This design comes from an exercise in tuning for small area on the open sky130 flow, not from production work.
Where RTL was checked, it was by simulation tests only, not by an equivalence proof against the original.
The RTL of runs 5 and 6 was laid out without a check of its function.
Power and IR drop assume default switching activity.

File: flow/config.mk
export PLATFORM = sky130hd
export DESIGN_NAME = cf2_blframer
export DESIGN_NICKNAME = cf2_blframer
export VERILOG_FILES = /design/flow/design.v
export SDC_FILE = /design/flow/constraint.sdc
export NUM_CORES = 4
export LEC_CHECK = 0
export CAP_MARGIN = 20
export CORE_MARGIN = 2
export CORE_UTILIZATION = 40
export PLACE_DENSITY = 0.6
export SLEW_MARGIN = 20
File: flow/constraint.sdc
create_clock -name core_clock -period 8.0 [get_ports {clk}]
set_input_delay 1.6000 -clock core_clock [delete_from_list [all_inputs] [get_ports {clk}]]
set_output_delay 1.6000 -clock core_clock [all_outputs]
set_load 0.01 [all_outputs]
File: flow/design.v
module cf2_blframer (
    input  wire        clk,
    input  wire        rst,           
    input  wire        boot_stay,
    input  wire [31:0] app_word,
    input  wire        rx_valid,
    input  wire [7:0]  rx_data,
    output wire        rx_ready,
    output reg         tx_valid,
    output reg  [7:0]  tx_data,
    input  wire        tx_ready,
    output wire        stg_we,
    output wire        stg_re,
    output wire [13:0] stg_addr,
    output wire [7:0]  stg_wdata,
    input  wire [7:0]  stg_rdata,
    output wire        fc_we,
    output reg  [1:0]  fc_reg,
    output wire [31:0] fc_addr,
    output reg  [31:0] fc_wdata,
    input  wire        fc_busy,
    output wire        diag_valid,
    output wire [1:0]  diag_code,
    output wire        idle,
    output wire        app_mode,
    output wire        fault
);
    localparam [7:0]  SYNC1 = 8'hBC;
    localparam [7:0]  SYNC2 = 8'hCF;
    localparam [31:0] FC_KEY1     = 32'h4567_0123;
    localparam [31:0] FC_KEY2     = 32'hCDEF_89AB;
    localparam [31:0] PROGRAM_CFG = 32'h0000_0201;
    localparam [4:0] S_BOOT = 5'd0, S_APP = 5'd1, S_FAULT = 5'd2,
                     S_SYNC1 = 5'd8, S_SYNC2 = 5'd9, S_TYPE = 5'd10, S_LEN = 5'd11,
                     S_PAY = 5'd12, S_CKLO = 5'd13, S_CKHI = 5'd14, S_CKBAD = 5'd15,
                     S_DWAIT = 5'd3, S_LOAD = 5'd4, S_SEND = 5'd5,
                     W_PAGE = 5'd16, W_EK2 = 5'd17, W_ECFG = 5'd18, W_PK1 = 5'd19,
                     W_PK2 = 5'd20, W_PCFG = 5'd21, W_WORD = 5'd22, W_INC = 5'd23;
    reg [4:0] st;
    wire framing = (st[4:3] == 2'b01);
    wire flash   = st[4];
    reg [7:0] q [0:63];
    reg [5:0] wpos;       
    reg [5:0] hp1;        
    reg [6:0] cnt;        
    reg [7:0] d1, d2, d3;
    reg       v1, v2, v3;
    wire push = rx_valid && !cnt[6];
    assign rx_ready = !cnt[6];
    wire       wtap = (wpos[1:0] == 2'd0);
    wire       s3 = v3;
    wire       s2 = !v3 && v2;
    wire       s1 = !v3 && !v2 && v1;
    wire       s0 = !v3 && !v2 && !v1;
    wire       qwr = wtap && (v3 || v2 || v1 || push);
    wire [7:0] qwd = s3 ? d3 : s2 ? d2 : s1 ? d1 : rx_data;
    wire       ring_has = (wpos != hp1) || cnt[6];
    wire       at_rtap  = (hp1[4:0] == 5'd0);
    wire [7:0] c        = ~(hp1[5] ? q[31] : q[63]);
    wire       want     = framing;
    wire       pop      = want && ring_has && at_rtap;
    integer k;
    always @(posedge clk) begin
        for (k = 0; k < 64; k = k + 1)
            if (k % 4 != 0)
                q[k] <= q[k - 1];
            else if (qwr && wpos[5:2] == k[5:2])
                q[k] <= qwd ^ {8{k[2]}};
            else
                q[k] <= ~q[(k + 63) % 64];
        d1 <= rx_data;
        d2 <= d1;
        d3 <= d2;
    end
    always @(posedge clk) begin
        if (rst) begin
            wpos <= 6'd1;
            hp1  <= 6'd1;
            cnt  <= 7'd0;
            v1   <= 1'b0;
            v2   <= 1'b0;
            v3   <= 1'b0;
        end else begin
            if (!qwr) wpos <= wpos + 6'd1;
            if (!pop) hp1  <= hp1 + 6'd1;
            cnt <= cnt + {6'd0, push} - {6'd0, pop};
            v1 <= push && !(qwr && s0);
            v2 <= v1 && !(qwr && s1);
            v3 <= v2 && !(qwr && s2);
        end
    end
    reg [7:0] p [0:31];
    reg [4:0] pj;
    reg       pw;
    reg [7:0] pwd;
    always @(posedge clk) begin
        p[0] <= pw ? pwd : p[31];
        for (k = 1; k < 32; k = k + 1)
            p[k] <= p[k - 1];
    end
    reg [7:0]  pkt_type;
    reg [5:0]  len;
    reg [7:0]  ck_a, ck_b;
    reg [13:0] addr;
    reg        rgi;        
    reg        bzok;       
    reg        pcy;        
    reg        pc16;       
    wire       w_inc = (st == W_INC) && (pj == 5'd5 || pj == 5'd6);
    wire [8:0] p_inc = {1'b0, p[31]} + {8'd0, (pj == 5'd5) ? 1'b1 : pcy};
    wire [5:0] idx = addr[5:0];
    wire [3:0] wf_i = addr[13:10];
    wire [11:0] addr_hi = addr[13:2] + {11'd0, flash || addr[1:0] == 2'd3};
    wire [13:0] addr_n  = {addr_hi, addr[1:0] + 2'd1};
    wire        admit = (len >= 6'd3) && (p[30] == 8'hFF);
    wire [7:0]  opcode = p[29];
    wire [11:0] lb_sum = {1'b0, p[25][2:0], p[26]} + {6'd0, len};
    wire        lb_ok = (len >= 6'd7) && (p[27] == 8'd0) && (p[28] <= 8'd9) &&
                        (p[25][7:3] == 5'd0) && !lb_sum[11] &&
                        (!lb_sum[10] || lb_sum[9:3] == 7'd0);
    wire        dispatch = (st == S_DWAIT) && (pj == 5'd0);
    wire        fslot  = (pj == 5'd12);
    wire [15:0] wf_n   = {p[3], p[4]};
    wire [16:0] pg     = {pc16, p[5], p[6]};
    wire        wf_end = (wf_n == {12'd0, wf_i});
    wire        wf_flt = (wf_i == 4'd10);
    wire        sect   = (pg[16:10] == 7'd0) && (pg[3:0] == 4'd0) &&
                         (pg[9:7] == 3'd0 ? (pg[6:4] <= 3'd4) : (pg[6:4] == 3'd0));
    wire [3:0]  sidx   = (pg[9:7] == 3'd0) ? {1'b0, pg[6:4]} : ({1'b0, pg[9:7]} + 4'd4);
    wire        go     = fslot && bzok && !fc_busy;
    assign fc_we = go && flash && (st != W_INC) && ((st != W_PAGE) || (!wf_end && !wf_flt));
    assign fc_addr = {5'b00001, pg, addr[9:2], 2'b00};
    always @(*) begin
        case (st)
            W_ECFG:  begin fc_reg = 2'd1; fc_wdata = 32'h0001_0202 | {25'd0, sidx, 3'd0}; end
            W_PCFG:  begin fc_reg = 2'd1; fc_wdata = PROGRAM_CFG; end
            W_WORD:  begin fc_reg = 2'd2; fc_wdata = {stg_rdata, p[0], p[1], p[2]}; end
            W_EK2, W_PK2: begin fc_reg = 2'd0; fc_wdata = FC_KEY2; end
            default: begin fc_reg = 2'd0; fc_wdata = FC_KEY1; end
        endcase
    end
    assign stg_we    = (st == S_LOAD) && (pj >= 5'd7);
    assign stg_wdata = p[31];
    assign stg_re    = flash && (pj[4:2] == 3'd2);
    assign stg_addr  = addr;
    wire d_ck = pop && ((st == S_CKHI && c != ck_b) || st == S_CKBAD);
    wire d_lb = dispatch && admit && opcode == 8'h14 && !lb_ok;
    wire d_st = (st == W_PAGE) && fslot && !wf_end && wf_flt;
    assign diag_valid = d_ck || d_lb || d_st;
    assign diag_code  = {d_lb || d_st, d_ck || d_st};
    assign idle     = framing && (cnt == 7'd0);
    assign app_mode = (st == S_APP);
    assign fault    = (st == S_FAULT);
    wire [5:0] rlen = rgi ? 6'd24 : 6'd5;
    wire       t_hdr = (idx[5:2] == 4'b1111);
    wire       t_pay = !t_hdr && (idx < rlen);
    wire       t_a   = (idx == rlen);
    reg  [7:0] t_pb;
    always @(*) begin
        t_pb = p[31];
        if (rgi) begin
            case (idx[4:0])
                5'd3:  t_pb = 8'h00;
                5'd4:  t_pb = 8'h04;
                5'd5:  t_pb = 8'h0A;
                5'd6:  t_pb = 8'h00;
                5'd7:  t_pb = 8'h00;
                5'd8:  t_pb = 8'h04;
                5'd9:  t_pb = 8'h10;
                5'd10: t_pb = 8'h00;
                5'd23: t_pb = 8'h10;
                default: ;
            endcase
        end else begin
            if (idx[4:0] == 5'd3) t_pb = 8'h01;
            if (idx[4:0] == 5'd4) t_pb = 8'h00;
        end
    end
    reg [7:0] t_byte;
    always @(*) begin
        if (t_hdr)
            case (idx[1:0])
                2'd0: t_byte = SYNC1;
                2'd1: t_byte = SYNC2;
                2'd2: t_byte = pkt_type;
                default: t_byte = {2'b00, rlen};
            endcase
        else if (t_pay) t_byte = t_pb;
        else if (t_a)   t_byte = ck_a;
        else            t_byte = ck_b;
    end
    wire t_ready = t_hdr || !t_pay || (pj == idx[4:0]);
    wire t_load  = (st == S_SEND) && !tx_valid && t_ready;
    wire t_done  = (st == S_SEND) && tx_valid && tx_ready && (idx == rlen + 6'd1);
    wire       ck_clr = (st == S_TYPE) || ((st == S_SEND) && (idx == 6'd62));
    wire       ck_acc = (pop && (st == S_TYPE || st == S_LEN || st == S_PAY)) ||
                        (t_load && (idx[5:1] == 5'b11111 || t_pay));
    wire [7:0] ck_x   = (st == S_SEND) ? t_byte : c;
    wire [7:0] ck_an  = (ck_clr ? 8'd0 : ck_a) + ck_x;
    wire [7:0] ck_bn  = (ck_clr ? 8'd0 : ck_b) + ck_an;
    wire zone = (st == S_PAY) || (st == S_CKLO) || (st == S_CKHI) ||
                (st == S_CKBAD) || (st == S_DWAIT);
    always @(*) begin
        pw  = 1'b0;
        pwd = 8'd0;
        if (zone && {1'b0, pj} >= len) pw = 1'b1;
        if (st == S_PAY && pop) begin
            pw  = 1'b1;
            pwd = c;
        end
        if (flash && (pj == 5'd9 || pj == 5'd10 || pj == 5'd11)) begin
            pw  = 1'b1;
            pwd = stg_rdata;
        end
        if (w_inc) begin
            pw  = 1'b1;
            pwd = p_inc[7:0];
        end
    end
    always @(posedge clk) begin
        if (ck_acc) begin
            ck_a <= ck_an;
            ck_b <= ck_bn;
        end
        if (pop && st == S_TYPE) pkt_type <= c;
        if (pop && st == S_LEN)  len <= c[5:0];
        pj <= (pop && st == S_LEN) ? 5'd0 : pj + 5'd1;
        if (t_load) tx_data <= t_byte;
        if (w_inc) pcy <= p_inc[8];
    end
    always @(posedge clk) begin
        if (rst) begin
            st       <= S_BOOT;
            tx_valid <= 1'b0;
            bzok     <= 1'b0;
            rgi      <= 1'b0;
            addr     <= 14'd0;
            pc16     <= 1'b0;
        end else begin
            if (fc_we && (st == W_WORD || st == W_ECFG))
                bzok <= 1'b0;
            else if (!fc_busy)
                bzok <= 1'b1;
            if (flash) addr[1:0] <= pj[1:0] + 2'd1;
            case (st)
            S_BOOT: st <= (!boot_stay && app_word != 32'hFFFF_FFFF) ? S_APP : S_SYNC1;
            S_SYNC1: if (pop && c == SYNC1) st <= S_SYNC2;
            S_SYNC2: if (pop) st <= (c == SYNC2) ? S_TYPE : S_SYNC1;
            S_TYPE:  if (pop) st <= S_LEN;
            S_LEN:   if (pop) st <= (c > 8'd32) ? S_SYNC1 : (c == 8'd0) ? S_CKLO : S_PAY;
            S_PAY:   if (pop && {1'b0, pj} == len - 6'd1) st <= S_CKLO;
            S_CKLO:  if (pop) st <= (c == ck_a) ? S_CKHI : S_CKBAD;
            S_CKHI:  if (pop) st <= (c == ck_b) ? S_DWAIT : S_SYNC1;
            S_CKBAD: if (pop) st <= S_SYNC1;
            S_DWAIT: if (pj == 5'd0) begin
                st <= S_SYNC1;
                if (admit) begin
                    case (opcode)
                    8'h10: begin st <= S_SEND; rgi <= 1'b1; addr <= 14'd60; end
                    8'h19: begin st <= S_SEND; rgi <= 1'b0; addr <= 14'd60; end
                    8'h14: if (lb_ok && len != 6'd7) begin
                        st   <= S_LOAD;
                        addr <= {p[28][3:0], p[25][1:0], p[26]};
                    end
                    8'h18: begin st <= W_PAGE; addr <= 14'd0; pc16 <= 1'b0; end
                    default: ;
                    endcase
                end
            end
            S_LOAD: if (pj >= 5'd7) begin
                addr <= addr_n;
                if ({1'b0, pj} == len - 6'd1) st <= S_SYNC1;
            end
            W_PAGE: if (fslot) begin
                if (wf_end) begin
                    st <= S_SEND; rgi <= 1'b0; addr <= 14'd60;
                end else if (wf_flt)
                    st <= S_FAULT;
                else if (go)
                    st <= sect ? W_EK2 : W_PK2;
            end
            W_EK2:  if (go) st <= W_ECFG;
            W_ECFG: if (go) st <= W_PK1;
            W_PK1:  if (go) st <= W_PK2;
            W_PK2:  if (go) st <= W_PCFG;
            W_PCFG: if (go) st <= W_WORD;
            W_WORD: if (go) begin
                addr <= addr_n;
                if (addr[9:2] == 8'd255) st <= W_INC;
            end
            W_INC: if (pj == 5'd6) begin
                st <= W_PAGE;
                if (p_inc[8]) pc16 <= 1'b1;
            end
            S_SEND: begin
                if (t_load)
                    tx_valid <= 1'b1;
                else if (tx_valid && tx_ready) begin
                    tx_valid <= 1'b0;
                    addr <= addr_n;
                    if (t_done) st <= S_SYNC1;
                end
            end
            default: ;  
            endcase
        end
    end
endmodule
File: flow/flow/run.sh
#!/bin/bash
# The standard layout with three changes to how it is made:
#  - synthesis maps logic with an area-oriented ABC script (the yosys script
#    and its register mapping are unchanged; only abc_speed.script differs);
#  - the port buffers use the smallest buffer cell;
#  - CTS clusters 30 sinks per leaf buffer and inserts no dummy loads.
set -euo pipefail
rm -rf scripts_area
cp -r "$FLOW_HOME/scripts" scripts_area
cp flow/abc_area_map.script scripts_area/abc_speed.script
bash standard.sh synth "SCRIPTS_DIR=$PWD/scripts_area" > synth.log 2>&1
bash standard.sh finish \
  "BUFFER_PORTS_ARGS=-buffer_cell sky130_fd_sc_hd__buf_1" \
  "CTS_ARGS=-sink_clustering_enable -repair_clock_nets -sink_clustering_size 30 -sink_clustering_max_diameter 100 -dont_use_dummy_load" \
  > finish.log 2>&1
File: flow/flow/abc_area_map.script
strash
dch -f
amap
mfs2
strash
dch -f
amap
topo
stime -c
File: flow/standard.sh
#!/bin/bash
# synth_recipe.tcl (not shown) runs the flow's synth.tcl, then flattens the netlist and writes it again
# the make line also repeats each setting of config.mk as NAME=value (left out here)
make -C /OpenROAD-flow-scripts/flow DESIGN_CONFIG=/design/flow/config.mk WORK_HOME=/design/flow/orfs CLKGATE_MAP_FILE= SYNTH_SCRIPT=/design/flow/synth_recipe.tcl "${@:-finish}"
==> results of run 1 <==
routing by layer:
layer  vias up  share of wire (%)  GRT usage (%)
met5         -                  0              0
met4         0                2.1           4.74
met3        78                5.0           2.41
met2       395                 46           31.5
met1      7457                 47           26.1
li1       7492                  -              -
power groups by stage:
stage	Sequential, uW	Combinational (uW)	Clock [uW]
floorplan	5350	911	0
global placement	5450	1410	0
detailed placement	5460	1410	0
CTS	5370	1420	2110
global route	5430	1570	2250
finish	5370	1420	2060
kinds of logic after synthesis:
kind of cell	after synthesis
simple gates	449
fa+ha+maj	59
compound gates	438
flops	881
other cells	2
buf+inv	214
layout make-up:
class | instances | area share (%)
clock buffer | 36 | 3.33
antenna | 2 | 0.0185
sequential | 881 | 66.6
multi-input combinational | 953 | 21.0
inverter | 198 | 2.74
timing repair buffer | 175 | 2.74
tap | 782 | 3.61
flip-flops by register name (all words and copies together) (netlist names), 5 cells and up:
register,flops
q,512
p,256
addr,14
ck_a,8
ck_b,8
d1,8
d2,8
d3,8
pkt_type,8
tx_data,8
cnt,7
hp1,6
len,6
wpos,6
pj,5
st,5
per-stage QoR:
| step | instance area (um^2) | hold WS (ns) | setup WS (ns) | util, % |
|---|---|---|---|---|
| floorplan | 24500 | 0.310 | 2.94 | - |
| detailed placement | 26200 | 0.312 | 2.14 | 43.3 |
| global placement | 26200 | 0.310 | 1.63 | 43.3 |
| CTS | 27100 | 0.297 | 1.72 | 44.8 |
| finish | 27100 | 0.300 | 1.67 | 44.8 |
| global route | 27100 | 0.308 | 1.36 | 44.8 |
cells in the final DEF, fill, tap and decap left out, types with 28 or more instances in the layout:
master,count
nor2_1,188
edfxtp_1,39
o22ai_1,179
nor4_1,28
ha_1,56
dfxtp_1,842
clkinv_1,198
o21ai_0,55
clkbuf_16,36
a21oi_1,56
nand2_1,101
buf_1,152
nor3_1,52
critical path, delay by kind of cell, from the launching register on:
family | cells | cell delay, ns
AO/OA/AOI/OAI | 3 | 1.20
buffers and inverters | 3 | 0.84
flip-flops | 1 | 0.56
AND/OR/NAND/NOR | 5 | 1.57
worst max-delay path by stage:
stage / endpoint / slack (ns) / startpoint / cells past startpoint
2_1_floorplan: ck_b[7] / 2.94 / rgi / 25
3_3_place_gp: ck_b[7] / 1.63 / rgi / 25
3_5_place_dp: ck_b[7] / 2.14 / rgi / 25
4_1_cts: diag_valid / 1.72 / hp1[5] / 11
5_1_grt: diag_valid / 1.36 / hp1[5] / 11
6_report: diag_valid / 1.67 / hp1[5] / 11
==> metrics.yaml, run 1 <==
clocking:
  cts_hold_buf: 0
  cts_tree: "done"
  htree_levels: 2
  cts_buffers: 36
  clockBufferDepth: 3
  clk_pin_slew_ns: 0.11
  cts-root-buf: "clkbuf_16"
  post-cts-setup-buffers: 0
  cts.sinks: 881
  clock_latency_ns: 0.60
  cts_resized: 0
timing:
  worst_slew_pin_slew_ns: 1.09
  finalCritPeriodShare_pct: 79.1
  finalSetupViolCount: 0
  slew_violations: 0
  rsz0062_at_grt: "no"
  skew_ns: 0.0744
  hold_violations: 0
  slew_headroom_pct: 25.5
  fmax_ghz: 0.158
  fin_crit_ns: 6.33
  tns_ns: 0
synth:
  synth_cell_type_count: 52
  synthXorXnorAreaFrac_pct: 0
  synthTopCellsByArea: "dfxtp_1, edfxtp_1, o22ai_1, clkinv_1, nor2_1"
  synth_ff_type: "dfxtp_1"
  synth_async_sr_flop_share_pct: 0
  synthAdderAreaFrac_pct: 3.10
  postSynthCellCount: 2043
  synth_top_family_by_area: "compound AO/OA/AOI/OAI gates"
  synth.most_common_cell: "dfxtp_1"
  yosysSeqAreaShare_pct: 73.5
  ys_warn_count: 3
  yosys.area.top_type_share_pct: 68.7
  netlist_area_um2: 24500
  synth_edf_count: 39
  avgSynthCellArea_um2: 12.0
  synth-seq-cells: 881
  synthMuxAreaShare_pct: 0
  synthSimpleGateAreaFrac_pct: 8.17
  synth_compound_area_share_pct: 11.7
  synth_common_cells: "dfxtp_1, clkinv_1, nor2_1"
  synth_area_leader_cell: "dfxtp_1"
placement:
  post-dp-hpwl_um: 44400
  place_congestion: 0.959
  placedCellCount: 2989
  port_buffers: 153
floorplanning:
  start_util_pct: 40.6
  io_pins: 161
  core-area_um2: 60500
  die_width_um: 252
  die_area_um2: 63300
  fp-row-count: 90
  die_h_um: 252
worst_setup_path:
  arrival_ns: 4.73
  reg2reg_depth: 25
  end_kind: "output port"
  r2r_slack_ns: 1.99
  timing.rr.start: "rgi"
  cpPeakStageDelay_ns: 0.63
  rr_endpoint: "ck_b[7]"
  path_cells: "clkinv_1 -> o22ai_1 -> clkinv_1 -> a221o_1 -> or4_1 -> nor4_1 -> nor2_1 -> nor2_1 -> o21bai_1 -> or2_0 -> buf_1"
  cp.required_ns: 6.40
  critPathLaunchType: "flip-flop"
  cp_max_fo: 12
  critPathSlowestCell: "o22ai_1"
  worst-setup-path-type: "flip-flop to output port"
pwr:
  pwr-share-clk_pct: 23.3
  vdd_drop_max_v: 0.000222
  internal-power_uw: 6340
  switchingPower_uw: 2510
  pwr-share-seq_pct: 60.6
  p_leak_uw: 0.0100
  power.total_uw: 8850
  power_density_nw_per_um2: 327
  swShare_pct: 28.3
  power_frac_comb_pct: 16.1
detailed_routing:
  totalWireLength_um: 61000
  num_vias: 15422
  dr.pass1.iters: 6
  drc: 0
  via_per_inst: 5.09
  drt_iter0_drc: 965
  ant_nets: 0
  detail_route.wl_per_cell_um: 20.1
worst_hold_path:
  hp-start: "q[0][1]"
  min_to: "q[1][1]"
  hold_class: "flip-flop to flip-flop"
  whs_path_depth: 0
final_layout:
  area_growth_syn_to_layout_pct: 10.4
  seq_area_um2: 18000
  multiInputGateArea_um2: 5680
  finalNonFillerCells: 3027
  finalNetCount: 2358
  final_layout_size_suffix_gt1_share_pct: 2.81
  nFillCells: 5512
global_route:
  grt_start_max_net_pins: 38
  grt_overflow_total: 0
  antenna_found_initial: 2
  grt_pass1_vias: 14874
  grt_pass1_wl_um: 90600
  grt_use_total_pct: 18.9
status:
  status: "complete, no violations"
flow_run:
  maxCapViolCount: 0
==> run 2, diff against run 1 <==
--- a/flow/flow/run.sh
+++ b/flow/flow/run.sh
@@ -11,5 +11,5 @@
 bash standard.sh synth "SCRIPTS_DIR=$PWD/scripts_area" > synth.log 2>&1
 bash standard.sh finish \
   "BUFFER_PORTS_ARGS=-buffer_cell sky130_fd_sc_hd__buf_1" \
-  "CTS_ARGS=-sink_clustering_enable -repair_clock_nets -sink_clustering_size 30 -sink_clustering_max_diameter 100 -dont_use_dummy_load" \
+  "CTS_ARGS=-sink_clustering_enable -repair_clock_nets -sink_clustering_size 20 -sink_clustering_max_diameter 50 -dont_use_dummy_load -buf_list sky130_fd_sc_hd__clkbuf_8" \
   > finish.log 2>&1
==> metrics.yaml, run 2 <==
detailed_routing:
  drt_iter0_drc: 1061
  via_per_inst: 5.10
  dr.pass1.iters: 5
  totalWireLength_um: 61200
  drc: 0
  ant_nets: 0
  detail_route.wl_per_cell_um: 20.0
  num_vias: 15580
timing:
  fin_crit_ns: 6.49
  fmax_ghz: 0.154
  worst_slew_pin_slew_ns: 1.03
  slew_violations: 0
  tns_ns: 0
  rsz0062_at_grt: "no"
  hold_violations: 0
  finalCritPeriodShare_pct: 81.2
  skew_ns: 0.141
  slew_headroom_pct: 29.3
  finalSetupViolCount: 0
clocking:
  cts_resized: 0
  cts_hold_buf: 0
  cts.sinks: 881
  cts_buffers: 61
  clockBufferDepth: 3
  htree_levels: 2
  clock_latency_ns: 0.72
  post-cts-setup-buffers: 0
  cts_tree: "done"
  cts-root-buf: "clkbuf_8"
  clk_pin_slew_ns: 0.10
placement:
  place_congestion: 0.959
  port_buffers: 153
  post-dp-hpwl_um: 44400
  placedCellCount: 2989
worst_setup_path:
  worst-setup-path-type: "flip-flop to output port"
  reg2reg_depth: 25
  r2r_slack_ns: 2.04
  critPathSlowestCell: "o22ai_1"
  critPathLaunchType: "flip-flop"
  arrival_ns: 4.89
  cp.required_ns: 6.40
  end_kind: "output port"
  crit_family: "simple AND/OR/NAND/NOR gates"
  cp.buffers_inverters: 3
  crit_start: "hp1[5]"
  cp.depth: 11
  timing.rr.start: "rgi"
  cp_max_fo: 12
  path_cells: "clkinv_1 -> o22ai_1 -> clkinv_1 -> a221o_1 -> or4_1 -> nor4_1 -> nor2_1 -> nor2_1 -> o21bai_1 -> or2_0 -> buf_1"
  cpPeakStageDelay_ns: 0.62
synth:
  netlist_area_um2: 24500
  ys_warn_count: 3
  avgSynthCellArea_um2: 12.0
  synth_ff_type: "dfxtp_1"
  synth_common_cells: "dfxtp_1, clkinv_1, nor2_1"
  synthTopCellsByArea: "dfxtp_1, edfxtp_1, o22ai_1, clkinv_1, nor2_1"
  synth_cell_type_count: 52
  postSynthCellCount: 2043
  synth_edf_count: 39
  synth-seq-cells: 881
  yosys.area.top_type_share_pct: 68.7
  synth.most_common_cell: "dfxtp_1"
  yosysSeqAreaShare_pct: 73.5
  synth_area_leader_cell: "dfxtp_1"
  synth_async_sr_flop_share_pct: 0
global_route:
  grt_pass1_vias: 15080
  grt_use_total_pct: 19.0
  grt_start_max_net_pins: 38
  antenna_found_initial: 3
  grt_overflow_total: 0
  grt_pass1_wl_um: 90900
final_layout:
  layout_commonest_cell: "dfxtp_1"
  multiInputGateArea_um2: 5680
  nFillCells: 5541
  largest_register_ffs: 512
  fin_util_pct: 44.7
  reg.largest.list: "q (512), p (256), addr (14)"
  finalNetCount: 2383
  finalNonFillerCells: 3053
  layout_common_cells: "dfxtp_1, clkinv_1, nor2_1, o22ai_1, buf_1"
  seq_area_um2: 18000
  top_register: "q"
  final_layout_size_suffix_gt1_share_pct: 3.88
  area_growth_syn_to_layout_pct: 10.1
worst_hold_path:
  hp-start: "p[7][1]"
  hold_class: "flip-flop to flip-flop"
  whs_path_depth: 0
pwr:
  power_density_nw_per_um2: 323
  swShare_pct: 28.9
  pwr-share-seq_pct: 61.5
  pwr-share-clk_pct: 22.1
  p_leak_uw: 0.0100
  power_frac_comb_pct: 16.4
  switchingPower_uw: 2520
  internal-power_uw: 6210
  vdd_drop_max_v: 0.000194
floorplanning:
  die_width_um: 252
  fp-row-count: 90
  die_area_um2: 63300
  io_pins: 161
  die_h_um: 252
  start_util_pct: 40.6
  core-area_um2: 60500
status:
  status: "complete, no violations"
flow_run:
  maxCapViolCount: 0
[run 2: changes by cell type in the layout (fill, tap and decap cells not counted), sizes merged]
cell	before	now
clkbuf	37	62
diode	2	3
[run 2: kinds of logic after synthesis]
logic type	after synthesis	share of synthesized area [%]
compound gates	438	11.7
fa+ha+maj	59	3.10
other cells	2	0.0306
flops	881	73.5
simple gates	449	8.17
buf+inv	214	3.52
[run 2: power by group through the flow]
stage	sequential, uW	combinational, uW	clock (uW)
after floorplan	5350	911	0
after global placement	5450	1410	0
after detailed placement	5460	1410	0
after CTS	5370	1420	1990
after global routing	5430	1570	2140
final	5370	1430	1930
[run 2: final timing paths]
check,endpoint
worst max-delay path,diag_valid
worst min-delay path,p[8][1]
worst max register to register,ck_b[7]
worst min register to register,p[8][1]
[run 2: area by class of cell]
type | count | area share (%)
sequential | 881 | 66.7
multi-input combinational | 953 | 21.0
tap | 782 | 3.62
clock buffer | 61 | 3.11
inverter | 198 | 2.75
timing repair buffer | 175 | 2.74
antenna | 3 | 0.0278
[run 2: worst register-to-register path: stages, from the launching register on]
cell and delay (ns):
dfxtp_1 0.51, clkinv_1 0.29, ha_1 0.38, nand4b_1 0.16, a21oi_1 0.07, nor4_2 0.63, clkinv_1 0.43, nor3_1 0.30
a21oi_1 0.07, o221ai_1 0.14, o21ai_0 0.18, o22ai_1 0.32, ha_1 0.30, a21o_1 0.15, a21oi_1 0.17, nor2_1 0.08
or2_0 0.20, a21oi_1 0.19, nor2_1 0.07, a21oi_1 0.17, ha_1 0.29, a21o_1 0.17, a21oi_1 0.18, nor2_1 0.06
a21oi_1 0.14, o21ai_0 0.09
[run 2: per-stage QoR]
step	power [uW]	hold slack [ns]	setup WS, ns	area (um^2)
after floorplan	6260	0.310	2.94	24500
after global placement	6860	0.310	1.63	26200
after detailed placement	6870	0.312	2.14	26200
after CTS	8780	0.265	1.52	27000
after global routing	9140	0.263	1.16	27000
final	8720	0.262	1.51	27000
[run 2: routing by layer]
layer / global-route usage, % / up-vias / wire [um]
li1: - / 7534 / -
met1: 26.0 / 7530 / 28700
met2: 31.1 / 414 / 28000
met3: 2.83 / 100 / 3040
met4: 5.37 / 2 / 1450
met5: 0 / - / 8
==> run 3, diff against run 2 <==
--- a/flow/flow/run.sh
+++ b/flow/flow/run.sh
@@ -11,5 +11,5 @@
 bash standard.sh synth "SCRIPTS_DIR=$PWD/scripts_area" > synth.log 2>&1
 bash standard.sh finish \
   "BUFFER_PORTS_ARGS=-buffer_cell sky130_fd_sc_hd__buf_1" \
-  "CTS_ARGS=-sink_clustering_enable -repair_clock_nets -sink_clustering_size 20 -sink_clustering_max_diameter 50 -dont_use_dummy_load -buf_list sky130_fd_sc_hd__clkbuf_8" \
+  "CTS_ARGS=-sink_clustering_enable -repair_clock_nets -sink_clustering_size 12 -sink_clustering_max_diameter 40 -dont_use_dummy_load -buf_list sky130_fd_sc_hd__clkbuf_4" \
   > finish.log 2>&1
==> metrics.yaml, run 3 <==
floorplanning:
  die_width_um: 252
  die_area_um2: 63300
  core-area_um2: 60500
  io_pins: 161
  die_h_um: 252
  start_util_pct: 40.6
  fp-row-count: 90
final_layout:
  top_register: "q"
  area_growth_syn_to_layout_pct: 9.66
  layout_common_cells: "dfxtp_1, clkinv_1, nor2_1, o22ai_1, buf_1"
  finalNetCount: 2417
  reg.largest.list: "q (512), p (256), addr (14)"
  fin_util_pct: 44.5
  final_layout_size_suffix_gt1_share_pct: 5.30
  largest_register_ffs: 512
  layout_commonest_cell: "dfxtp_1"
timing:
  rsz0062_at_grt: "no"
  worst_slew_pin_slew_ns: 1.06
  slew_violations: 0
  finalSetupViolCount: 0
  hold_violations: 0
  fmax_ghz: 0.151
  slew_headroom_pct: 27.4
  finalCritPeriodShare_pct: 82.7
  tns_ns: 0
  fin_crit_ns: 6.61
  skew_ns: 0.153
worst_hold_path:
  hold_class: "flip-flop to flip-flop"
worst_setup_path:
  worst-setup-path-type: "flip-flop to output port"
  end_kind: "output port"
  critPathLaunchType: "flip-flop"
  cp.required_ns: 6.40
  cp_max_fo: 12
  arrival_ns: 5.01
placement:
  port_buffers: 153
  place_congestion: 0.959
  post-dp-hpwl_um: 44400
status:
  status: "complete, no violations"
detailed_routing:
  drt_iter0_drc: 1125
  dr.pass1.iters: 5
  drc: 0
  detail_route.wl_per_cell_um: 19.9
  via_per_inst: 5.11
  totalWireLength_um: 61400
  ant_nets: 0
  num_vias: 15778
synth:
  synthXorXnorAreaFrac_pct: 0
  synth_ff_type: "dfxtp_1"
  synthSimpleGateAreaFrac_pct: 8.17
  synth_cell_type_count: 52
  synth.most_common_cell: "dfxtp_1"
  netlist_area_um2: 24500
  synth_async_sr_flop_share_pct: 0
  postSynthCellCount: 2043
  synth_common_cells: "dfxtp_1, clkinv_1, nor2_1"
  synth-seq-cells: 881
  synth_compound_area_share_pct: 11.7
  synth_area_leader_cell: "dfxtp_1"
  synth_top_family_by_area: "compound AO/OA/AOI/OAI gates"
  ys_warn_count: 3
  yosysSeqAreaShare_pct: 73.5
  synthMuxAreaShare_pct: 0
  synth_edf_count: 39
  synthAdderAreaFrac_pct: 3.10
  avgSynthCellArea_um2: 12.0
  yosys.area.top_type_share_pct: 68.7
  synthTopCellsByArea: "dfxtp_1, edfxtp_1, o22ai_1, clkinv_1, nor2_1"
clocking:
  clock_latency_ns: 0.92
  cts_tree: "done"
  cts-root-buf: "clkbuf_4"
  htree_levels: 3
  cts_buffers: 95
  cts.sinks: 881
  cts_hold_buf: 0
  clk_pin_slew_ns: 0.12
  cts_resized: 0
  clockBufferDepth: 3
  post-cts-setup-buffers: 0
global_route:
  grt_pass1_vias: 15291
  grt_pass1_wl_um: 91600
  grt_util_met3_pct: 3.60
  grt_util_met2_pct: 31.4
  antenna_found_initial: 3
  gr-max-usage-layer: "met2"
  use_met1_pct: 26.1
  grt_overflow_total: 0
  grt_start_max_net_pins: 38
  grt_use_total_pct: 19.2
pwr:
  power_density_nw_per_um2: 319
  p_leak_uw: 0.0100
  vdd_drop_max_v: 0.000183
flow_run:
  maxCapViolCount: 0
==> run 3: area by class of cell <==
type	count	area, um^2
diodes	6	15.0
multi-input cells	953	5680
flip-flops and latches	881	18000
repair buffers	175	741
well taps	782	978
clock buffers	95	713
inverters	198	743
fillers	5583	33600
==> run 3: logic make-up after synthesis <==
logic type                 Yosys count
DFF                                881
and+or+nand+nor                    449
AOI/OAI and AO/OA                  438
buffers and inverters              214
adders and majority gates           59
other                                2
==> run 3: through the flow <==
stage	instances	hold WS (ns)	area (um^2)	setup slack (ns)	total power (uW)
floorplan	2048	0.310	24500	2.94	6260
global route	3089	0.210	26900	0.994	9030
CTS	3084	0.212	26900	1.35	8660
global placement	2989	0.310	26200	1.63	6860
detailed placement	2989	0.312	26200	2.14	6870
finish	3090	0.231	26900	1.39	8590
==> run 3: path summary, 6_finish.rpt <==
kind / cells past startpoint / slack, ns / startpoint / end
max: 11 / 1.39 / hp1[5] / diag_valid
min: 0 / 0.23 / q[60][5] / q[61][5]
max reg2reg: 25 / 2.08 / rgi / ck_b[7]
min reg2reg: 0 / 0.23 / q[60][5] / q[61][5]
==> run 3: power breakdown <==
group / leakage [uW] / internal, uW / total [uW] / switching [uW]
Sequential: 0.00735 / 5050 / 5370 / 317
Clock: 0.000437 / 545 / 1800 / 1250
Combinational: 0.00226 / 478 / 1420 / 944
==> run 3: per-layer routing <==
| metal | vias up | share of wire, % |
|---|---|---|
| met3 | 84 | 5.3 |
| met4 | 0 | 1.9 |
| met1 | 7604 | 46 |
| met2 | 437 | 47 |
| met5 | - | 0 |
| li1 | 7653 | - |
==> run 3: critical path, stage by stage, from the launching register on <==
cell,delay (ns)
dfxtp_1,0.55
clkinv_1,0.33
o22ai_1,0.63
clkinv_1,0.39
a221o_1,0.44
or4_1,0.53
nor4_1,0.52
nor2_1,0.12
nor2_1,0.14
o21bai_1,0.14
or2_0,0.25
buf_1,0.13
==> run 4, diff against run 3 <==
--- a/flow/flow/run.sh
+++ b/flow/flow/run.sh
@@ -11,5 +11,5 @@
 bash standard.sh synth "SCRIPTS_DIR=$PWD/scripts_area" > synth.log 2>&1
 bash standard.sh finish \
   "BUFFER_PORTS_ARGS=-buffer_cell sky130_fd_sc_hd__buf_1" \
-  "CTS_ARGS=-sink_clustering_enable -repair_clock_nets -sink_clustering_size 12 -sink_clustering_max_diameter 40 -dont_use_dummy_load -buf_list sky130_fd_sc_hd__clkbuf_4" \
+  "CTS_ARGS=-sink_clustering_enable -repair_clock_nets -sink_clustering_size 30 -sink_clustering_max_diameter 60 -dont_use_dummy_load" \
   > finish.log 2>&1
==> metrics.yaml, run 4 <==
floorplanning:
  start_util_pct: 40.6
  die_width_um: 252
  die_h_um: 252
  die_area_um2: 63300
  io_pins: 161
  core-area_um2: 60500
  fp-row-count: 90
detailed_routing:
  drt_iter0_drc: 1062
  met1Wirelength_um: 28700
  met2_length_um: 28000
  top_layer_used: "met4"
  ant_nets: 0
  dr.pass1.iters: 5
  detail_route.wl_per_cell_um: 20.1
  totalWireLength_um: 61000
  wl_met3_um: 2840
  via_per_inst: 5.11
  drc: 0
  num_vias: 15505
timing:
  skew_ns: 0.108
  fmax_ghz: 0.158
  tns_ns: 0
  slew_headroom_pct: 23.1
  holdWs_ns: 0.291
  finalCritPeriodShare_pct: 79.2
  worst_slew_pin_slew_ns: 1.13
  slew_violations: 0
  hold_violations: 0
  fin_crit_ns: 6.34
  rsz0062_at_grt: "no"
  finalSetupViolCount: 0
clocking:
  htree_levels: 2
  clockBufferDepth: 3
  clk_pin_slew_ns: 0.10
  cts_tree: "done"
  clock_latency_ns: 0.63
  cts-root-buf: "clkbuf_16"
  cts.sinks: 881
  cts_buffers: 44
  cts_hold_buf: 0
  post-cts-setup-buffers: 0
  cts_resized: 0
worst_setup_path:
  path_cells: "clkinv_1 -> o22ai_1 -> clkinv_1 -> a221o_1 -> or4_1 -> nor4_1 -> nor2_1 -> nor2_1 -> o21bai_1 -> or2_0 -> buf_1"
  cp_max_fo: 12
  critPathSlowestCell: "o22ai_1"
  crit_start: "hp1[5]"
  cp.buffers_inverters: 3
  crit_family: "simple AND/OR/NAND/NOR gates"
  worst-setup-path-type: "flip-flop to output port"
  critPathLaunchType: "flip-flop"
  arrival_ns: 4.74
  r2r_slack_ns: 2.09
  cp.required_ns: 6.40
  timing.rr.start: "rgi"
  end_kind: "output port"
  cpPeakStageDelay_ns: 0.61
synth:
  synth_cell_type_count: 52
  netlist_area_um2: 24500
  synth_ff_type: "dfxtp_1"
  synthTopCellsByArea: "dfxtp_1, edfxtp_1, o22ai_1, clkinv_1, nor2_1"
  synth_edf_count: 39
  synth_area_leader_cell: "dfxtp_1"
  postSynthCellCount: 2043
  synth-seq-cells: 881
  yosysSeqAreaShare_pct: 73.5
  synth_async_sr_flop_share_pct: 0
  ys_warn_count: 3
  synth.most_common_cell: "dfxtp_1"
  avgSynthCellArea_um2: 12.0
  yosys.area.top_type_share_pct: 68.7
  synth_common_cells: "dfxtp_1, clkinv_1, nor2_1"
placement:
  place_congestion: 0.959
  placedCellCount: 2989
  post-dp-hpwl_um: 44400
  port_buffers: 153
status:
  status: "complete, no violations"
final_layout:
  finalNetCount: 2366
  area_growth_syn_to_layout_pct: 11.2
  layout_commonest_cell: "dfxtp_1"
  reg.largest.list: "q (512), p (256), addr (14)"
  fin_util_pct: 45.1
  top_register: "q"
  final_layout_size_suffix_gt1_share_pct: 3.15
  largest_register_ffs: 512
  finalNonFillerCells: 3034
  layout_common_cells: "dfxtp_1, clkinv_1, nor2_1, o22ai_1, buf_1"
global_route:
  grt_overflow_total: 0
  antenna_found_initial: 2
  grt_use_total_pct: 18.9
  grt_pass1_vias: 14920
  grt_pass1_wl_um: 90700
  grt_start_max_net_pins: 38
pwr:
  p_leak_uw: 0.0101
  power_density_nw_per_um2: 332
  vdd_drop_max_v: 0.000232
flow_run:
  maxCapViolCount: 0
worst_hold_path:
  hold_class: "flip-flop to flip-flop"
  hp-start: "p[14][7]"
-- run 4: cell types whose count changed in the layout (fill, tap and decap cells not counted), sizes merged --
cell	change
diode	-5
clkbuf	-51
-- run 4: cell type report --
cell class | instances | area, um^2
diodes | 1 | 2.50
multi-input cells | 953 | 5680
flip-flops and latches | 881 | 18000
well taps | 782 | 978
inverters | 198 | 743
clock buffers | 44 | 1100
repair buffers | 175 | 741
fillers | 5507 | 33200
-- run 4: kinds of logic (layout without fill, tap and decap cells) --
kind of cell               count (synthesis)  after routing  share of synthesized area [%]
DFF                                      881            881                           73.5
and+or+nand+nor                          449            449                           8.17
adders and majority gates                 59             59                           3.10
other                                      2              8                         0.0306
AOI/OAI and AO/OA                        438            438                           11.7
buffers and inverters                    214            417                           3.52
-- run 4: stage by stage --
| step | setup WS, ns | power [uW] | cell area [um^2] |
|---|---|---|---|
| final | 1.66 | 9050 | 27300 |
| after detailed placement | 2.14 | 6870 | 26200 |
| after global routing | 1.30 | 9460 | 27300 |
| after global placement | 1.63 | 6860 | 26200 |
| after floorplan | 2.94 | 6260 | 24500 |
| after CTS | 1.66 | 9110 | 27300 |
-- run 4: final timing paths --
| path | to | depth (start not counted) |
|---|---|---|
| setup / recovery | diag_valid | 11 |
| hold reg to reg | p[15][7] | 0 |
| hold / removal | p[15][7] | 0 |
| setup reg to reg | ck_b[7] | 25 |
-- run 4: report_power, final --
part / total (uW) / switching, uW / internal [uW]
Sequential: 5370 / 318 / 5050
Combinational: 1420 / 946 / 478
Clock: 2260 / 1270 / 982
-- run 4: routing by layer --
metal / global-route usage [%] / up-vias
met5: 0 / -
met4: 5.26 / 0
met3: 2.35 / 91
met2: 31.2 / 400
met1: 26.3 / 7505
li1: - / 7509
==> run 5, diff against run 4 <==
--- a/flow/design.v
+++ b/flow/design.v
@@ -42,11 +42,15 @@
     reg [7:0] q [0:63];
     reg [5:0] wpos;       
     reg [5:0] hp1;        
-    reg [6:0] cnt;        
+    reg       rfull;      
     reg [7:0] d1, d2, d3;
     reg       v1, v2, v3;
-    wire push = rx_valid && !cnt[6];
-    assign rx_ready = !cnt[6];
+    wire [5:0] qdiff = wpos - hp1;
+    wire [1:0] pend  = {1'b0, v1} + {1'b0, v2} + {1'b0, v3};
+    wire       qfull = (pend == 2'd0) ? rfull : (qdiff == {4'd0, pend});
+    wire       qempty = (qdiff == 6'd0) && !rfull && !v1 && !v2 && !v3;
+    wire push = rx_valid && !qfull;
+    assign rx_ready = !qfull;
     wire       wtap = (wpos[1:0] == 2'd0);
     wire       s3 = v3;
     wire       s2 = !v3 && v2;
@@ -54,7 +58,7 @@
     wire       s0 = !v3 && !v2 && !v1;
     wire       qwr = wtap && (v3 || v2 || v1 || push);
     wire [7:0] qwd = s3 ? d3 : s2 ? d2 : s1 ? d1 : rx_data;
-    wire       ring_has = (wpos != hp1) || cnt[6];
+    wire       ring_has = (qdiff != 6'd0) || rfull;
     wire       at_rtap  = (hp1[4:0] == 5'd0);
     wire [7:0] c        = ~(hp1[5] ? q[31] : q[63]);
     wire       want     = framing;
@@ -76,14 +80,14 @@
         if (rst) begin
             wpos <= 6'd1;
             hp1  <= 6'd1;
-            cnt  <= 7'd0;
+            rfull <= 1'b0;
             v1   <= 1'b0;
             v2   <= 1'b0;
             v3   <= 1'b0;
         end else begin
             if (!qwr) wpos <= wpos + 6'd1;
             if (!pop) hp1  <= hp1 + 6'd1;
-            cnt <= cnt + {6'd0, push} - {6'd0, pop};
+            rfull <= rfull ? !pop : (qwr && !pop && qdiff == 6'd1);
             v1 <= push && !(qwr && s0);
             v2 <= v1 && !(qwr && s1);
             v3 <= v2 && !(qwr && s2);
@@ -148,7 +152,7 @@
     wire d_st = (st == W_PAGE) && fslot && !wf_end && wf_flt;
     assign diag_valid = d_ck || d_lb || d_st;
     assign diag_code  = {d_lb || d_st, d_ck || d_st};
-    assign idle     = framing && (cnt == 7'd0);
+    assign idle     = framing && qempty;
     assign app_mode = (st == S_APP);
     assign fault    = (st == S_FAULT);
     wire [5:0] rlen = rgi ? 6'd24 : 6'd5;
--- a/flow/flow/run.sh
+++ b/flow/flow/run.sh
@@ -11,5 +11,5 @@
 bash standard.sh synth "SCRIPTS_DIR=$PWD/scripts_area" > synth.log 2>&1
 bash standard.sh finish \
   "BUFFER_PORTS_ARGS=-buffer_cell sky130_fd_sc_hd__buf_1" \
-  "CTS_ARGS=-sink_clustering_enable -repair_clock_nets -sink_clustering_size 30 -sink_clustering_max_diameter 60 -dont_use_dummy_load" \
+  "CTS_ARGS=-sink_clustering_enable -repair_clock_nets -sink_clustering_size 14 -sink_clustering_max_diameter 40 -dont_use_dummy_load -buf_list {sky130_fd_sc_hd__clkbuf_4 sky130_fd_sc_hd__clkbuf_8}" \
   > finish.log 2>&1
==> metrics.yaml, run 5 <==
synth:
  synth_cell_type_count: 52
  netlist_area_um2: 24300
  ys_warn_count: 3
  synth_common_cells: "dfxtp_1, o22ai_1, clkinv_1"
  avgSynthCellArea_um2: 12.1
  synth.most_common_cell: "dfxtp_1"
  synth-seq-cells: 875
  synthTopCellsByArea: "dfxtp_1, o22ai_1, edfxtp_1, clkinv_1, ha_1"
  yosysSeqAreaShare_pct: 73.7
  synth_area_leader_cell: "dfxtp_1"
  synth_ff_type: "dfxtp_1"
  postSynthCellCount: 2005
  yosys.area.top_type_share_pct: 68.9
  synth_edf_count: 39
  synth_async_sr_flop_share_pct: 0
global_route:
  grt_util_met2_pct: 32.8
  grt_use_total_pct: 19.6
  grt_start_max_net_pins: 32
  grt_pass1_vias: 15234
  grt_pass1_wl_um: 92700
  grt_overflow_total: 0
  grt_util_met3_pct: 3.60
  use_met1_pct: 24.9
  gr-max-usage-layer: "met2"
  antenna_found_initial: 3
worst_setup_path:
  cp.depth: 9
  worst-setup-path-type: "flip-flop to output port"
  cp.buffers_inverters: 3
  reg2reg_depth: 24
  critPathLaunchType: "flip-flop"
  end_kind: "output port"
  arrival_ns: 4.44
  cpMostUsedCell: "clkinv_1"
  crit_family: "compound AO/OA/AOI/OAI gates"
  timing.rr.start: "rgi"
  path_cells: "clkinv_1 -> o22ai_1 -> clkinv_1 -> a221o_1 -> or4_1 -> a21oi_1 -> o21bai_1 -> or2_0 -> buf_1"
  r2r_slack_ns: 2.51
  cp.required_ns: 6.40
  cp_max_fo: 12
  cpPeakStageDelay_ns: 0.56
  critPathSlowestCell: "or4_1"
  rr_endpoint: "ck_b[7]"
floorplanning:
  core-area_um2: 60200
  die_area_um2: 62700
  die_h_um: 250
  io_pins: 161
  start_util_pct: 40.3
  fp-row-count: 90
  die_width_um: 250
final_layout:
  finalNonFillerCells: 3052
  reg.largest.list: "q (512), p (256), addr (14)"
  multiInputGateArea_um2: 5590
  layout_common_cells: "dfxtp_1, o22ai_1, clkinv_1, nor2_1, buf_1"
  finalNetCount: 2378
  fin_area_um2: 27300
  area_growth_syn_to_layout_pct: 12.2
  top_register: "q"
  largest_register_ffs: 512
  layout_commonest_cell: "dfxtp_1"
  nFillCells: 5512
  final_layout_size_suffix_gt1_share_pct: 5.38
  seq_area_um2: 17900
timing:
  fin_crit_ns: 6.04
  skew_ns: 0.0963
  tns_ns: 0
  fmax_ghz: 0.165
  slew_violations: 0
  worst_slew_pin_slew_ns: 1.07
  fin_ws_ns: 1.96
  rsz0062_at_grt: "no"
  finalCritPeriodShare_pct: 75.5
  hold_violations: 0
  finalSetupViolCount: 0
  slew_headroom_pct: 28.1
detailed_routing:
  totalWireLength_um: 62400
  num_vias: 15611
  detail_route.wl_per_cell_um: 20.4
  via_per_inst: 5.12
  drc: 0
  dr.pass1.iters: 7
  drt_iter0_drc: 933
  ant_nets: 0
placement:
  dpl_worst_slack_ns: 2.61
  dpl_cell_area_um2: 25900
  post-dp-hpwl_um: 44600
  place_congestion: 0.982
  placedCellCount: 2954
  port_buffers: 153
pwr:
  switchingPower_uw: 2390
  swShare_pct: 27.4
  pwr-share-clk_pct: 27.0
  power_frac_comb_pct: 14.1
  power_density_nw_per_um2: 320
  internal-power_uw: 6330
  p_leak_uw: 0.0102
  vdd_drop_max_v: 0.000168
  pwr-share-seq_pct: 58.9
clocking:
  cts.sinks: 875
  clock_latency_ns: 0.70
  cts_tree: "done"
  cts_hold_buf: 0
  htree_levels: 3
  cts_resized: 0
  clockBufferDepth: 3
  cts-root-buf: "clkbuf_8"
  cts_buffers: 94
  clk_pin_slew_ns: 0.08
  post-cts-setup-buffers: 0
status:
  status: "complete, no violations"
worst_hold_path:
  hp-start: "q[37][7]"
  hold_class: "flip-flop to flip-flop"
  whs_path_depth: 0
  min_to: "q[38][7]"
flow_run:
  maxCapViolCount: 0
-- run 5: cell types whose count changed after synthesis, moves of 11 or more --
cell | previous run | this run
nand2_1 | 101 | 80
nor2_1 | 188 | 168
o22ai_1 | 180 | 196
o221ai_1 | 20 | 5
a22oi_1 | 20 | 8
nor3_1 | 53 | 64
-- run 5: area by class of cell --
class / count / share of cell area [%]
sequential: 875 / 65.7
multi-input combinational: 931 / 20.5
clock buffer: 94 / 4.75
tap: 782 / 3.59
timing repair buffer: 178 / 2.80
inverter: 188 / 2.59
antenna: 4 / 0.0367
-- run 5: per-layer routing --
metal | vias to the layer above | wire length [um]
met5 | - | 0
met4 | 0 | 2390
met3 | 128 | 3030
met2 | 498 | 29700
met1 | 7454 | 27200
li1 | 7531 | -
-- run 5: worst max-delay path by stage --
stage,from,to,slack (ns)
floorplan,st[0],ck_b[7],1.84
global placement,hp1[5],diag_valid,2.71
detailed placement,rgi,ck_b[7],2.61
CTS,hp1[5],diag_valid,1.94
global route,hp1[5],diag_valid,1.59
finish,hp1[5],diag_valid,1.96
-- run 5: cell families (layout without fill, tap and decap cells) --
logic type / Yosys count / after routing / share of synthesized area [%]
compound gates: 456 / 456 / 12.2
fa+ha+maj: 56 / 56 / 3.01
buf+inv: 204 / 460 / 3.40
flops: 875 / 875 / 73.7
other cells: 2 / 11 / 0.0309
simple gates: 412 / 412 / 7.68
-- run 5: power groups by stage --
stage               sequential (uW)  clock [uW]  combinational [uW]
floorplan                      5140           0                 765
global placement               5220           0                1210
detailed placement             5220           0                1210
CTS                            5140        2440                1220
global route                   5180        2610                1350
finish                         5140        2360                1230
-- run 5: stage by stage --
stage	util, %	hold WS [ns]	total power, uW
detailed placement	43.1	0.312	6430
floorplan	-	0.310	5910
global route	45.2	0.254	9150
global placement	43.1	0.310	6430
CTS	45.2	0.257	8790
finish	45.2	0.269	8720
==> run 6, diff against run 5 <==
--- a/flow/flow/run.sh
+++ b/flow/flow/run.sh
@@ -11,5 +11,5 @@
 bash standard.sh synth "SCRIPTS_DIR=$PWD/scripts_area" > synth.log 2>&1
 bash standard.sh finish \
   "BUFFER_PORTS_ARGS=-buffer_cell sky130_fd_sc_hd__buf_1" \
-  "CTS_ARGS=-sink_clustering_enable -repair_clock_nets -sink_clustering_size 14 -sink_clustering_max_diameter 40 -dont_use_dummy_load -buf_list {sky130_fd_sc_hd__clkbuf_4 sky130_fd_sc_hd__clkbuf_8}" \
+  "CTS_ARGS=-sink_clustering_enable -repair_clock_nets -sink_clustering_size 10 -sink_clustering_max_diameter 30 -dont_use_dummy_load -buf_list sky130_fd_sc_hd__clkbuf_4" \
   > finish.log 2>&1
==> metrics.yaml, run 6 <==
status:
  status: "complete, no violations"
placement:
  place_congestion: 0.982
  post-dp-hpwl_um: 44600
  dpl_cell_area_um2: 25900
  port_buffers: 153
synth:
  synth-seq-cells: 875
  synth.most_common_cell: "dfxtp_1"
  yosysSeqAreaShare_pct: 73.7
  synth_edf_count: 39
  synth_cell_type_count: 52
  postSynthCellCount: 2005
  synth_ff_type: "dfxtp_1"
  synthTopCellsByArea: "dfxtp_1, o22ai_1, edfxtp_1, clkinv_1, ha_1"
  netlist_area_um2: 24300
  synth_area_leader_cell: "dfxtp_1"
  ys_warn_count: 3
  synth_async_sr_flop_share_pct: 0
  synth_common_cells: "dfxtp_1, o22ai_1, clkinv_1"
  yosys.area.top_type_share_pct: 68.9
  avgSynthCellArea_um2: 12.1
final_layout:
  final_layout_size_suffix_gt1_share_pct: 7.11
  finalNetCount: 2420
  layout_commonest_cell: "dfxtp_1"
  largest_register_ffs: 512
  reg.largest.list: "q (512), p (256), addr (14)"
  layout_common_cells: "dfxtp_1, o22ai_1, clkinv_1, nor2_1, buf_1"
  area_growth_syn_to_layout_pct: 11.1
  fin_util_pct: 44.8
  top_register: "q"
  fin_area_um2: 27000
clocking:
  clock_latency_ns: 0.96
  cts_buffers: 136
  post-cts-setup-buffers: 0
  clk_pin_slew_ns: 0.08
  clockBufferDepth: 3
  cts_resized: 0
  cts-root-buf: "clkbuf_4"
  cts_hold_buf: 0
  htree_levels: 4
  cts_tree: "done"
  cts.sinks: 875
floorplanning:
  die_width_um: 250
  core-area_um2: 60200
  io_pins: 161
  start_util_pct: 40.3
  die_h_um: 250
  fp-row-count: 90
  die_area_um2: 62700
detailed_routing:
  detail_route.wl_per_cell_um: 20.2
  dr.pass1.iters: 7
  drt_iter0_drc: 930
  drc: 0
  via_per_inst: 5.17
  num_vias: 16002
  totalWireLength_um: 62600
  ant_nets: 0
pwr:
  p_leak_uw: 0.0102
  power.total_uw: 8450
  pwr-share-seq_pct: 60.7
  vdd_drop_max_v: 0.000147
  switchingPower_uw: 2380
  internal-power_uw: 6070
  power_frac_comb_pct: 14.5
  swShare_pct: 28.2
  power_density_nw_per_um2: 313
  pwr-share-clk_pct: 24.7
global_route:
  grt_overflow_total: 0
  grt_pass1_wl_um: 93200
  grt_use_total_pct: 19.9
  grt_start_max_net_pins: 32
  antenna_found_initial: 4
  grt_pass1_vias: 15551
timing:
  slew_headroom_pct: 30.7
  fmax_ghz: 0.158
  rsz0062_at_grt: "no"
  hold_violations: 0
  worst_slew_pin_slew_ns: 1.03
  slew_violations: 0
  finalCritPeriodShare_pct: 79.3
  fin_crit_ns: 6.34
  tns_ns: 0
  skew_ns: 0.138
  finalSetupViolCount: 0
worst_setup_path:
  cp.required_ns: 6.40
  reg2reg_depth: 24
  end_kind: "output port"
  cp_max_fo: 12
  worst-setup-path-type: "flip-flop to output port"
  arrival_ns: 4.74
  critPathLaunchType: "flip-flop"
worst_hold_path:
  whs_path_depth: 0
  hold_class: "flip-flop to flip-flop"
flow_run:
  maxCapViolCount: 0
==> run 6: worst paths after layout <==
| path | startpoint | to | slack (ns) |
|---|---|---|---|
| setup reg to reg | rgi | ck_b[7] | 2.61 |
| hold reg to reg | p[10][2] | p[11][2] | 0.24 |
| setup / recovery | hp1[5] | diag_valid | 1.66 |
| hold / removal | p[10][2] | p[11][2] | 0.24 |
==> run 6: kinds of logic after synthesis <==
group	Yosys count	share of synthesized area, %
AO/OA/AOI/OAI	456	12.2
adder cells (fa/ha/maj)	56	3.01
buffers and inverters	204	3.40
flip-flops	875	73.7
other	2	0.0309
AND/OR/NAND/NOR	412	7.68
==> run 6: stage by stage <==
step | instances | setup slack, ns | hold WS (ns)
finish | 3096 | 1.66 | 0.244
global route | 3094 | 1.26 | 0.236
CTS | 3090 | 1.61 | 0.234
detailed placement | 2954 | 2.61 | 0.312
global placement | 2954 | 2.71 | 0.310
floorplan | 2010 | 1.84 | 0.310
==> run 6: layout make-up <==
cell class                 instances  area (um^2)
fill                            5590        33300
sequential                       875        17900
multi-input combinational        931         5590
clock buffer                     136         1020
tap                              782          978
timing repair buffer             178          763
inverter                         188          706
antenna                            6         15.0
==> run 6: layer usage <==
| metal | track usage, % | vias up | share of wire, % |
|---|---|---|---|
| met4 | 8.43 | 2 | 3.1 |
| met1 | 24.9 | 7668 | 43 |
| met3 | 4.46 | 115 | 5.7 |
| li1 | - | 7682 | - |
| met5 | 0 | - | 0.022 |
| met2 | 33.1 | 535 | 48 |
==> run 6: critical path, cell delays in order (launching register included) <==
cell	delay (ns)
dfxtp_1	0.55
clkinv_1	0.32
o22ai_1	0.56
clkinv_1	0.47
a221o_1	0.46
or4_1	0.55
a21oi_1	0.35
o21bai_1	0.19
or2_0	0.24
buf_1	0.13
==> run 6: power groups by stage <==
stage                     Clock [uW]  Sequential (uW)  Combinational [uW]
after floorplan                    0             5140                 765
after CTS                       2180             5130                1220
after global routing            2360             5180                1350
after global placement             0             5220                1210
after detailed placement           0             5220                1210
final                           2090             5130                1230
==> run 7, diff against run 6 <==
--- a/flow/design.v
+++ b/flow/design.v
@@ -110,6 +110,7 @@
     reg        bzok;       
     reg        pcy;        
     reg        pc16;       
+    reg        zsweep;     
     wire       w_inc = (st == W_INC) && (pj == 5'd5 || pj == 5'd6);
     wire [8:0] p_inc = {1'b0, p[31]} + {8'd0, (pj == 5'd5) ? 1'b1 : pcy};
     wire [5:0] idx = addr[5:0];
@@ -202,12 +203,10 @@
     wire [7:0] ck_x   = (st == S_SEND) ? t_byte : c;
     wire [7:0] ck_an  = (ck_clr ? 8'd0 : ck_a) + ck_x;
     wire [7:0] ck_bn  = (ck_clr ? 8'd0 : ck_b) + ck_an;
-    wire zone = (st == S_PAY) || (st == S_CKLO) || (st == S_CKHI) ||
-                (st == S_CKBAD) || (st == S_DWAIT);
     always @(*) begin
         pw  = 1'b0;
         pwd = 8'd0;
-        if (zone && {1'b0, pj} >= len) pw = 1'b1;
+        if (zsweep) pw = 1'b1;
         if (st == S_PAY && pop) begin
             pw  = 1'b1;
             pwd = c;
@@ -229,6 +228,7 @@
         if (pop && st == S_TYPE) pkt_type <= c;
         if (pop && st == S_LEN)  len <= c[5:0];
         pj <= (pop && st == S_LEN) ? 5'd0 : pj + 5'd1;
+        zsweep <= (pop && st == S_LEN) || (zsweep && pj != 5'd31);
         if (t_load) tx_data <= t_byte;
         if (w_inc) pcy <= p_inc[8];
     end
==> flow/flow/run.sh (replaced) <==
#!/bin/bash
# The standard layout with three changes to how it is made:
#  - synthesis maps logic with an area-oriented ABC script (the yosys script
#    and its register mapping are unchanged; only abc_speed.script differs);
#  - the port buffers use the smallest buffer cell;
#  - CTS builds the tree from clkbuf_4 cells, 11 sinks per leaf buffer,
#    and inserts no dummy loads.
set -euo pipefail
rm -rf scripts_area
cp -r "$FLOW_HOME/scripts" scripts_area
cp flow/abc_area_map.script scripts_area/abc_speed.script
bash standard.sh synth "SCRIPTS_DIR=$PWD/scripts_area" > synth.log 2>&1
bash standard.sh finish \
  "BUFFER_PORTS_ARGS=-buffer_cell sky130_fd_sc_hd__buf_1" \
  "CTS_ARGS=-sink_clustering_enable -repair_clock_nets -sink_clustering_size 11 -sink_clustering_max_diameter 40 -dont_use_dummy_load -buf_list sky130_fd_sc_hd__clkbuf_4" \
  > finish.log 2>&1
==> metrics.yaml, run 7 <==
status:
  status: "complete, no violations"
timing:
  finalSetupViolCount: 0
  hold_violations: 0
  holdWs_ns: 0.265
  fin_crit_ns: 6.48
  slew_violations: 0
  worst_slew_pin_slew_ns: 1.07
  rsz0062_at_grt: "no"
  skew_ns: 0.120
  tns_ns: 0
  finalCritPeriodShare_pct: 81.0
  fmax_ghz: 0.154
  slew_headroom_pct: 28.9
final_layout:
  area_growth_syn_to_layout_pct: 9.73
  top_register: "q"
  fin_util_pct: 44.2
  layout_common_cells: "dfxtp_1, o22ai_1, clkinv_1, nor2_1, buf_1"
  reg.largest.list: "q (512), p (256), addr (14)"
  final_layout_size_suffix_gt1_share_pct: 5.29
  finalNetCount: 2377
  fin_area_um2: 26600
  finalNonFillerCells: 3054
  nFillCells: 5667
  layout_commonest_cell: "dfxtp_1"
  largest_register_ffs: 512
floorplanning:
  die_h_um: 250
  start_util_pct: 40.3
  core-area_um2: 60100
  io_pins: 161
  die_area_um2: 62600
  die_width_um: 250
  fp-row-count: 90
global_route:
  grt_pass1_vias: 15467
  grt_pass1_wl_um: 91000
  antenna_found_initial: 4
  grt_start_max_net_pins: 36
  grt_util_met2_pct: 30.5
  gr-max-usage-layer: "met2"
  use_met1_pct: 25.3
  grt_overflow_total: 0
  grt_util_met3_pct: 4.22
  grt_use_total_pct: 19.2
worst_setup_path:
  rr_endpoint: "ck_b[7]"
  path_cells: "ha_1 -> and3_1 -> a221o_1 -> a21o_1 -> and2_0 -> o32ai_1 -> nor3_1 -> a31oi_1 -> a2111oi_0 -> a21oi_1 -> nor4_1 -> nor3_1 -> nor3b_1 -> or2_0 -> buf_1"
  timing.rr.start: "addr[1]"
  cpMostUsedCell: "nor3_1"
  cp.required_ns: 6.40
  critPathSlowestCell: "nor3b_1"
  worst-setup-path-type: "flip-flop to output port"
  cpPeakStageDelay_ns: 0.55
  cp.buffers_inverters: 1
  cp_max_fo: 5
  arrival_ns: 4.88
  reg2reg_depth: 22
  end_kind: "output port"
  r2r_slack_ns: 2.02
  critPathLaunchType: "flip-flop"
  crit_family: "simple AND/OR/NAND/NOR gates"
worst_hold_path:
  hold_class: "flip-flop to flip-flop"
  whs_path_depth: 0
  min_to: "q[63][4]"
  hp-start: "q[62][4]"
synth:
  synth_async_sr_flop_share_pct: 0
  netlist_area_um2: 24200
  ys_warn_count: 3
  synth_cell_type_count: 49
  synth_common_cells: "dfxtp_1, o22ai_1, clkinv_1"
  synth_edf_count: 39
  postSynthCellCount: 2007
  synth.most_common_cell: "dfxtp_1"
  avgSynthCellArea_um2: 12.1
  synth-seq-cells: 876
  synth_area_leader_cell: "dfxtp_1"
  synth_ff_type: "dfxtp_1"
  yosys.area.top_type_share_pct: 69.2
  yosysSeqAreaShare_pct: 74.0
  synthTopCellsByArea: "dfxtp_1, o22ai_1, edfxtp_1, clkinv_1, nor2_1"
detailed_routing:
  dr.pass1.iters: 5
  via_per_inst: 5.13
  detail_route.wl_per_cell_um: 19.6
  ant_nets: 0
  totalWireLength_um: 59800
  drc: 0
  num_vias: 15667
  drt_iter0_drc: 976
clocking:
  cts_buffers: 100
  clockBufferDepth: 3
  post-cts-setup-buffers: 0
  clk_pin_slew_ns: 0.10
  cts_hold_buf: 0
  cts.sinks: 876
  clock_latency_ns: 0.87
  cts_tree: "done"
  htree_levels: 3
  cts_resized: 0
  cts-root-buf: "clkbuf_4"
placement:
  place_congestion: 0.899
  placedCellCount: 2951
  port_buffers: 153
  post-dp-hpwl_um: 42800
  dpl_cell_area_um2: 25800
pwr:
  vdd_drop_max_v: 0.000194
  p_leak_uw: 0.00995
  power_density_nw_per_um2: 320
flow_run:
  maxCapViolCount: 0
==> run 7: worst max-delay path by stage <==
stage / startpoint / to / depth (start not counted)
floorplan: addr[3] / ck_b[7] / 19
global placement: addr[1] / ck_b[7] / 22
detailed placement: addr[0] / ck_b[7] / 23
CTS: len[2] / diag_code[1] / 15
global route: len[2] / diag_valid / 15
finish: len[2] / diag_code[1] / 15
==> run 7: final cells by class <==
cell class	count	area, um^2	area share (%)
inverter	188	706	2.65
sequential	876	17900	67.4
timing repair buffer	173	722	2.72
tap	782	978	3.68
multi-input combinational	932	5500	20.7
antenna	3	7.51	0.0282
clock buffer	100	751	2.82
==> run 7: metal layers <==
metal | wire, um | vias to the layer above | share of wire [%]
li1 | - | 7544 | -
met1 | 27400 | 7465 | 46
met2 | 26700 | 508 | 45
met3 | 3400 | 150 | 5.7
met4 | 2360 | 0 | 3.9
met5 | 0 | - | 0
==> run 7: worst reg2reg max path: cells and delay by family (launching register included) <==
kind                       cells  cell delay, ns
AOI/OAI and AO/OA             12            3.10
adders and majority gates      3            0.95
and+or+nand+nor                5            0.61
DFF                            1            0.53
buffers and inverters          2            0.51
==> run 7: per-stage QoR <==
stage / setup slack (ns) / power (uW)
2_1_floorplan: 2.79 / 6180
4_1_cts: 1.55 / 8590
3_3_place_gp: 2.26 / 6770
3_5_place_dp: 2.17 / 6770
6_report: 1.52 / 8510
5_1_grt: 1.21 / 8990
==> run 7: cells by family (layout without fill, tap and decap cells) <==
group	after synthesis	count (layout)	synth area share, %
simple gates	433	433	8.08
fa+ha+maj	52	52	2.81
flops	876	876	74.0
other cells	2	10	0.0310
compound gates	440	440	11.7
buf+inv	204	461	3.41
==> run 7: report_power, final <==
group	switching (uW)	internal, uW	total [uW]
clock network	1250	573	1820
logic	907	461	1370
registers	310	5010	5320

-- port drivers added, routing unchanged --
The results above use ideal ports. As a check the final layouts listed here were re-extracted and re-timed, cells and wires unchanged. Step 1 (the two cells are an assumption about what drives the block):
set clk [get_ports {clk}]
set_driving_cell -lib_cell sky130_fd_sc_hd__clkbuf_16 $clk
set_driving_cell -lib_cell sky130_fd_sc_hd__buf_2 [delete_from_list [all_inputs] $clk]
Step 2 also shifts input and output timing later by t, the mid clock arrival at the registers, as if the neighbouring blocks saw the same clock. Slacks: ideal ports / drivers / drivers and shift; pairs: ideal ports / drivers.
run | shift t [ns] | setup WS [ns] | pins driven straight from the clock port
run 1 | 0.629 | 1.675 / 1.612 / 1.991 | 1
run 2 | 0.707 | 1.507 / 1.453 / 2.041 | 1
run 3 | 0.897 | 1.386 / 1.333 / 2.079 | 1
run 4 | 0.630 | 1.662 / 1.605 / 2.086 | 1
run 5 | 0.710 | 1.957 / 1.900 / 2.512 | 1
run 6 | 0.950 | 1.660 / 1.605 / 2.554 | 1
run 7 | 0.870 | 1.517 / 1.466 / 2.020 | 1
After both steps every run listed still meets setup and hold.
